What follows belongs to an exercise in optimizing a design on an open flow for small area; a production flow would make more cautious choices.
Function was checked by simulation only, so behaviour that the tests miss may differ from the original.
Power figures rest on the tool's default switching activity, not on a simulated workload.

run A:
Design wii_core, start of the top module:
module wii_core (
    input  wire        clk,
    input  wire        rst,
    input  wire        cmd_valid,
    output wire        cmd_ready,
    input  wire [63:0] cmd_word,
    output wire        rsp_valid,
    output wire [3:0]  rsp_code,
    output reg  [31:0] rsp_data,
    output wire        ev_req,
    output reg  [3:0]  ev_op,
    output reg  [31:0] ev_arg,
    output wire [7:0]  ev_aux,
    input  wire        ev_done,
    input  wire [1:0]  ev_res,
    input  wire [7:0]  ev_rdata
);
For scale: about 1700 cells after synthesis, roughly 160 I/O pins.
clock: 10.0 ns
lec_check: 0
abc_area: 1
cap_margin: 20
core_margin: 2
core_utilization: 35
place_density: 0.6
slew_margin: 20
standard.sh (not shown) runs the stock make flow with config.mk's settings and CLKGATE_MAP_FILE= SYNTH_SCRIPT=/design/flow/synth_recipe.tcl, a recipe that flattens the netlist after the stock synthesis.
==> flow/flow/run.sh <==
#!/bin/bash
# Layout flow: the standard synthesis, then the combinational logic of
# its netlist mapped again by ABC for area (registers left exactly as the
# standard synthesis made them), then the standard ORFS layout with the
# ports buffered by the smallest buffer. Each tool writes its own log here.
set -euo pipefail
R=orfs/results/sky130hd/wii_core/base
LIB=$FLOW_HOME/platforms/sky130hd/lib/sky130_fd_sc_hd__tt_025C_1v80.lib

bash standard.sh synth > synth.log 2>&1

# dont_use cells exactly as the standard synthesis passed them to ABC
DU=$(grep -h "^abc -script" orfs/logs/sky130hd/wii_core/base/1_2_yosys.log | head -1 | grep -o -- "-dont_use [^ ]*" | tr '\n' ' ')
cp $R/1_2_yosys.v reabc_in.v
sed -e "s|@LIB@|$LIB|g" -e "s|@DU@|$DU|g" flow/reabc.ys > reabc.ys
yosys -s reabc.ys > reabc.log 2>&1
cp reabc_out.v $R/1_2_yosys.v
rm -f $R/1_synth.odb $R/1_synth.sdc

export BUFFER_PORTS_ARGS="-buffer_cell sky130_fd_sc_hd__buf_1"
export CTS_ARGS="-sink_clustering_enable -repair_clock_nets -sink_clustering_size 18 -sink_clustering_max_diameter 50 -sink_buffer_max_cap_derate 0.4 -buf_list {sky130_fd_sc_hd__clkbuf_8 sky130_fd_sc_hd__clkbuf_16}"
bash standard.sh finish > layout.log 2>&1
==> flow/flow/reabc.ys <==
# Map the combinational cells of the standard netlist again for area.
# Flip-flop cells are black boxes, so every register keeps its name and cell.
read_liberty -ignore_miss_func @LIB@
blackbox sky130_fd_sc_hd__dfxtp_1 sky130_fd_sc_hd__edfxtp_1 sky130_fd_sc_hd__dfrtp_1 sky130_fd_sc_hd__dfstp_1 sky130_fd_sc_hd__dfbbp_1 sky130_fd_sc_hd__dfxbp_1 sky130_fd_sc_hd__sdfxtp_1
read_verilog reabc_in.v
hierarchy -top wii_core
flatten
opt -purge
abc -liberty @LIB@ @DU@ -D 10000
opt_clean -purge
hilomap -singleton -hicell sky130_fd_sc_hd__conb_1 HI -locell sky130_fd_sc_hd__conb_1 LO
splitnets
opt_clean -purge
stat -liberty @LIB@
write_verilog -noattr -noexpr -nohex -nodec reabc_out.v
Run A did not stop at any stage, and its layout met the timing, design-rule and antenna checks.
Inputs modified between run A and run B:
diff --git a/flow/flow/run.sh b/flow/flow/run.sh
--- a/flow/flow/run.sh
+++ b/flow/flow/run.sh
@@ -21 +21 @@
-export CTS_ARGS="-sink_clustering_enable -repair_clock_nets -sink_clustering_size 18 -sink_clustering_max_diameter 50 -sink_buffer_max_cap_derate 0.4 -buf_list {sky130_fd_sc_hd__clkbuf_8 sky130_fd_sc_hd__clkbuf_16}"
+export CTS_ARGS="-sink_clustering_enable -repair_clock_nets -sink_clustering_size 20 -sink_clustering_max_diameter 40 -sink_buffer_max_cap_derate 0.4 -buf_list {sky130_fd_sc_hd__clkbuf_8 sky130_fd_sc_hd__clkbuf_16}"
Results
Fraction of the cycle the final worst path needs down 0.22 points in run B wrt run A. On combinational power, run B and run A are basically level. In the reports for run B and run A, the smaller fraction of area in registers belongs to run B. The run showing the smaller core utilization is run A. Of run B and run A, the run reporting the lower cell area was run A. As far as critical path depth goes, run B and run A are indistinguishable; the numbers are identical. Compared with run A, run B shows power density of the placed cells higher by 6.3%.
Changes in run C relative to run B:
# run B
export LEC_CHECK = 0
export ABC_AREA = 1
export CAP_MARGIN = 20
export CORE_MARGIN = 2
export CORE_UTILIZATION = 35
export PLACE_DENSITY = 0.6
export SLEW_MARGIN = 20
create_clock -name core_clock -period 10.0 [get_ports {clk}]
# run C
export LEC_CHECK = 0
export ABC_AREA = 1
export CAP_MARGIN = 20
export CORE_MARGIN = 2
export CORE_UTILIZATION = 35
export GPL_ROUTABILITY_DRIVEN = 0
export GPL_TIMING_DRIVEN = 0
export PLACE_DENSITY = 0.6
export SLEW_MARGIN = 20
create_clock -name core_clock -period 10.0 [get_ports {clk}]
diff --git a/flow/flow/run.sh b/flow/flow/run.sh
--- a/flow/flow/run.sh
+++ b/flow/flow/run.sh
@@ -21 +21 @@
-export CTS_ARGS="-sink_clustering_enable -repair_clock_nets -sink_clustering_size 20 -sink_clustering_max_diameter 40 -sink_buffer_max_cap_derate 0.4 -buf_list {sky130_fd_sc_hd__clkbuf_8 sky130_fd_sc_hd__clkbuf_16}"
+export CTS_ARGS="-sink_clustering_enable -repair_clock_nets -sink_clustering_size 15 -sink_clustering_max_diameter 80 -sink_buffer_max_cap_derate 0.4 -buf_list {sky130_fd_sc_hd__clkbuf_8 sky130_fd_sc_hd__clkbuf_16}"
### Flow results
Of run B and run C, run C shows the lower clock network area share, with run B above it. For run B, the highest routing layer actually used was met5, unlike run C, where it was met4. Run C does better than run B on total power. Run C: clock share of power is 10 points lower than what run B reported. Looking only at actual transition at the worst max-transition pin, and setting everything else aside, the higher value of run B and run C goes to run C.

-- static timing again, ports no longer ideal --
Ports are ideal in the flow. The routed layouts listed here were re-timed in OpenROAD. Step 1 (the two cells are an assumption about what drives the block):
set clk [get_ports {clk}]
set_driving_cell -lib_cell sky130_fd_sc_hd__clkbuf_16 $clk
set_driving_cell -lib_cell sky130_fd_sc_hd__buf_2 [delete_from_list [all_inputs] $clk]
Step 2, shift: input delay + t, output delay - t, t = (earliest + latest rising clock arrival at the registers) / 2. This alone moves slack from input paths to output paths. Slacks: ideal / step 1 / step 2; pairs: ideal / step 1.
| run | t, ns | setup slack, ns | worst setup path after step 2 |
|---|---|---|---|
| run A | 0.746 | 3.150 / 3.100 / 3.845 | register to output |
| run B | 0.726 | 3.172 / 3.116 / 3.842 | register to output |
| run C | 0.704 | 2.455 / 2.404 / 3.108 | register to output |
After both steps setup and hold are still met in every run listed.
